Background: an optimization exercise with open tools, aiming at small area, a short achievable clock period and few clock cycles. Do not read the settings as production practice.
Power is estimated from default activity; no workload was simulated.

==> flow/design.v <==
module rvf_curve_builder (
    input  wire        clk,
    input  wire        rst,
    input  wire        start,
    input  wire [6:0]  bw,           
    input  wire [6:0]  bh,           
    output wire        idle,
    output reg         wr_valid,
    output reg  [11:0] wr_addr,      
    output reg  [11:0] wr_data,      
    output reg         done
);
    reg        idle_r;
    reg        su;               
    reg        run;              
    reg        f1, f2;           
    reg [6:0]  gw;               
    reg        k0;               
    reg [5:0]  ox, oy;           
    reg [5:0]  xh;               
    reg [6:0]  yh;               
    reg [11:0] t;                
    reg        vd;               
    reg [5:0]  xd, yd;           
    reg [5:0]  ty;               
    reg [11:0] rb;               
    reg        ev;               
    reg [5:0]  xa;               
    assign idle = idle_r;
    wire [6:0] gh = yh;
    wire [5:0] th;
    genvar gj;
    generate for (gj = 0; gj < 6; gj = gj + 1) begin : g_th
        assign th[gj] = (gw > (7'd1 << gj)) || (gh > (7'd1 << gj));
    end endgenerate
    wire [5:0] hn = {1'b0, th[5:1]} ^ th;     
    wire [6:0] nw = -gw;
    wire [6:0] nh = -gh;
    wire [5:0] ox_w = {1'b0, nw[5:1] & th[5:1]};
    wire [5:0] oy_w = {1'b0, nh[5:1] & th[5:1]};
    wire       fw = ~|(gw[5:0] & th);
    wire       fh = ~|(gh[5:0] & th);
    wire [5:0] xh_w = fw ? th : ((hn | gw[6:1]) - 6'd1);
    wire [5:0] yh_w = fh ? th : ((hn | gh[6:1]) - 6'd1);
    wire [5:0] d1, d0, sw, cp;
    wire [5:0] x, y;
    generate for (gj = 0; gj < 6; gj = gj + 1) begin : g_pos
        assign d1[gj] = t[2*gj+1];
        assign d0[gj] = t[2*gj];
        if (gj == 5) begin : g_top
            assign sw[gj] = k0;
            assign cp[gj] = 1'b0;
        end else begin : g_low
            assign sw[gj] = k0 ^ ((5 - gj) % 2 == 1) ^ (^d1[5:gj+1]) ^ (^d0[5:gj+1]);
            assign cp[gj] = ^(d1[5:gj+1] & d0[5:gj+1]);
        end
        assign x[gj] = d1[gj] ^ cp[gj] ^ (d0[gj] & sw[gj]);
        assign y[gj] = d1[gj] ^ cp[gj] ^ (d0[gj] & ~sw[gj]);
    end endgenerate
    wire [5:0] glx = ~xd & ox, elx = ~(xd ^ ox);
    wire [5:0] ghx = xd & ~xh, ehx = ~(xd ^ xh);
    wire [5:0] gly = ~yd & oy, ely = ~(yd ^ oy);
    wire [5:0] ghy = yd & ~yh[5:0], ehy = ~(yd ^ yh[5:0]);
    wire [5:0] ltx, gtx, lty, gty, out;
    generate for (gj = 0; gj < 6; gj = gj + 1) begin : g_cmp
        if (gj == 5) begin : g_top
            assign ltx[gj] = glx[gj];
            assign gtx[gj] = ghx[gj];
            assign lty[gj] = gly[gj];
            assign gty[gj] = ghy[gj];
        end else begin : g_low
            assign ltx[gj] = ltx[gj+1] | (glx[gj] & (&elx[5:gj+1]));
            assign gtx[gj] = gtx[gj+1] | (ghx[gj] & (&ehx[5:gj+1]));
            assign lty[gj] = lty[gj+1] | (gly[gj] & (&ely[5:gj+1]));
            assign gty[gj] = gty[gj+1] | (ghy[gj] & (&ehy[5:gj+1]));
        end
        assign out[gj] = ltx[gj] | gtx[gj] | lty[gj] | gty[gj];
    end endgenerate
    wire [6:0] sk;
    assign sk[0] = vd & out[0];
    generate for (gj = 1; gj < 6; gj = gj + 1) begin : g_sk
        assign sk[gj] = vd & out[gj] & t[0] & ~(|t[2*gj-1:1]);
    end endgenerate
    assign sk[6] = 1'b0;
    wire [11:0] m;
    generate for (gj = 0; gj < 12; gj = gj + 1) begin : g_m
        assign m[gj] = sk[gj/2 + 1];
    end endgenerate
    wire [11:0] tm = t | m;
    wire [11:0] cy;              
    wire [11:0] t_step;
    generate for (gj = 0; gj < 12; gj = gj + 1) begin : g_step
        if (gj == 0) begin : g_b0
            assign cy[gj] = 1'b1;
        end else begin : g_bn
            assign cy[gj] = &tm[gj-1:0];
        end
        assign t_step[gj] = (tm[gj] ^ cy[gj]) & ~m[gj];
    end endgenerate
    wire t_last = vd & (sk[1] ? (&tm) : ~(|t));
    wire bubble = sk[1];         
    wire [5:0] ty_p = ty + 6'd1;
    wire [5:0] ty_m = ty - 6'd1;
    wire       y_eq = (yd == ty);
    wire [5:0] gu = yd & ~ty, eu = ~(yd ^ ty);
    wire [5:0] upc;              
    generate for (gj = 0; gj < 6; gj = gj + 1) begin : g_up
        if (gj == 5) begin : g_top
            assign upc[gj] = gu[gj];
        end else begin : g_low
            assign upc[gj] = upc[gj+1] | (gu[gj] & (&eu[5:gj+1]));
        end
    end endgenerate
    wire       y_up = upc[0];
    wire       y_dn = ~y_up & ~y_eq;
    wire       near = y_eq | (yd == ty_p) | (yd == ty_m);
    wire       emit = run & vd & ~out[0];
    wire       stall = emit & ~near;
    wire [11:0] rb_p = rb + {5'd0, gw};
    wire [11:0] rb_m = rb - {5'd0, gw};
    always @(posedge clk) begin
        if (rst) begin
            idle_r   <= 1'b1;
            su       <= 1'b0;
            run      <= 1'b0;
            f1       <= 1'b0;
            f2       <= 1'b0;
            ev       <= 1'b0;
            vd       <= 1'b0;
            wr_valid <= 1'b0;
            done     <= 1'b0;
        end else begin
            su       <= idle_r & start;
            f1       <= run & t_last & ~stall;
            if (su) vd <= 1'b0;
            else if (!stall) vd <= ~bubble;
            f2       <= f1;
            done     <= f2;
            ev       <= emit & near;
            wr_valid <= ev;
            if (idle_r & start) idle_r <= 1'b0;
            if (f2) idle_r <= 1'b1;
            if (su) run <= 1'b1;
            if (run & t_last & ~stall) run <= 1'b0;
        end
        if (idle_r) begin
            gw <= bw;
            yh <= bh;
        end
        if (su) begin
            k0 <= ^th;
            ox <= ox_w;
            oy <= oy_w;
            xh <= xh_w;
            yh <= {1'b0, yh_w};
        end
        if (su) begin
            t  <= 12'd0;
            ty <= oy_w;
            rb <= -{6'd0, ox_w};
        end else begin
            if (!stall) begin
                t  <= t_step;
                xd <= x;
                yd <= y;
            end
            ty <= ({6{y_up}} & ty_p) | ({6{y_dn}} & ty_m) | ({6{y_eq}} & ty);
            rb <= ({12{y_up}} & rb_p) | ({12{y_dn}} & rb_m) | ({12{y_eq}} & rb);
        end
        xa <= xd;
        wr_addr <= rb + {6'd0, xa};
        if (su) wr_data <= 12'd0;
        else wr_data <= wr_data + {11'd0, wr_valid};
    end
endmodule
Settings: LEC_CHECK=0, ABC_AREA=1, CAP_MARGIN=70, CORE_MARGIN=2, CORE_UTILIZATION=40, PLACE_DENSITY=0.6, SLEW_MARGIN=70; clock period 10.0 ns.
run.sh (not shown) runs the stock make flow with config.mk's settings and CLKGATE_MAP_FILE= SYNTH_SCRIPT=/design/flow/synth_recipe.tcl, a recipe that flattens the netlist after the stock synthesis.
The first run finished clean.
Change:
--- a/flow/design.v
+++ b/flow/design.v
@@ -26,24 +26,26 @@
     reg [11:0] rb;               
     reg        ev;               
     reg [5:0]  xa;               
     assign idle = idle_r;
     wire [6:0] gh = yh;
-    wire [5:0] th;
+    wire [5:0] w1 = gw[5:0] - 6'd1;
+    wire [5:0] h1 = gh[5:0] - 6'd1;
+    wire [5:0] v = w1 | h1;
+    wire [5:0] th;               
     genvar gj;
     generate for (gj = 0; gj < 6; gj = gj + 1) begin : g_th
-        assign th[gj] = (gw > (7'd1 << gj)) || (gh > (7'd1 << gj));
+        assign th[gj] = |v[5:gj];
     end endgenerate
-    wire [5:0] hn = {1'b0, th[5:1]} ^ th;     
-    wire [6:0] nw = -gw;
-    wire [6:0] nh = -gh;
-    wire [5:0] ox_w = {1'b0, nw[5:1] & th[5:1]};
-    wire [5:0] oy_w = {1'b0, nh[5:1] & th[5:1]};
-    wire       fw = ~|(gw[5:0] & th);
-    wire       fh = ~|(gh[5:0] & th);
-    wire [5:0] xh_w = fw ? th : ((hn | gw[6:1]) - 6'd1);
-    wire [5:0] yh_w = fh ? th : ((hn | gh[6:1]) - 6'd1);
+    wire [5:0] dw = th & ~w1;    
+    wire [5:0] dh = th & ~h1;
+    wire [5:0] ox_w = {1'b0, dw[5:1]};
+    wire [5:0] oy_w = {1'b0, dh[5:1]};
+    wire [6:0] cw = {1'b0, dw} + 7'd1;
+    wire [6:0] ch = {1'b0, dh} + 7'd1;
+    wire [5:0] xh_w = th & ~cw[6:1];
+    wire [5:0] yh_w = th & ~ch[6:1];
     wire [5:0] d1, d0, sw, cp;
     wire [5:0] x, y;
     generate for (gj = 0; gj < 6; gj = gj + 1) begin : g_pos
         assign d1[gj] = t[2*gj+1];
         assign d0[gj] = t[2*gj];
Result: The new run finished with timing, DRC and antenna clean; die area falls by 3.7%; setup slack got worse by 0.049 ns; count of clock-buffer cells in the layout falls by 2; power falls by 6.0%; clock power rises by 6.1%.
Function was not checked in any run of this note: the RTL went through the layout flow alone.

-- separate check: timing with driven ports --
In the flow no input, the clock included, has a driving cell. The finished layouts below were timed again as built, in two steps.
Step 1: set_driving_cell puts a clkbuf_16 on clk and a buf_2 on each other input, an assumption about the parent block.
Step 2 times the ports against the registers' clock, not the clock port: input delays grow and output delays shrink by t, the midpoint of the rising clock arrivals with the driver on.
Three values: ideal ports, drivers, drivers and shift; two values: the first two.
| run | shift t [ns] | setup WS [ns] | worst slew at a driven data input, ns |
|---|---|---|---|
| the first run | 0.398 | 6.587 / 6.544 / 6.942 | 0.04 |
| the second run | 0.398 | 6.538 / 6.494 / 6.850 | 0.04 |
After both steps every run listed still meets setup and hold.
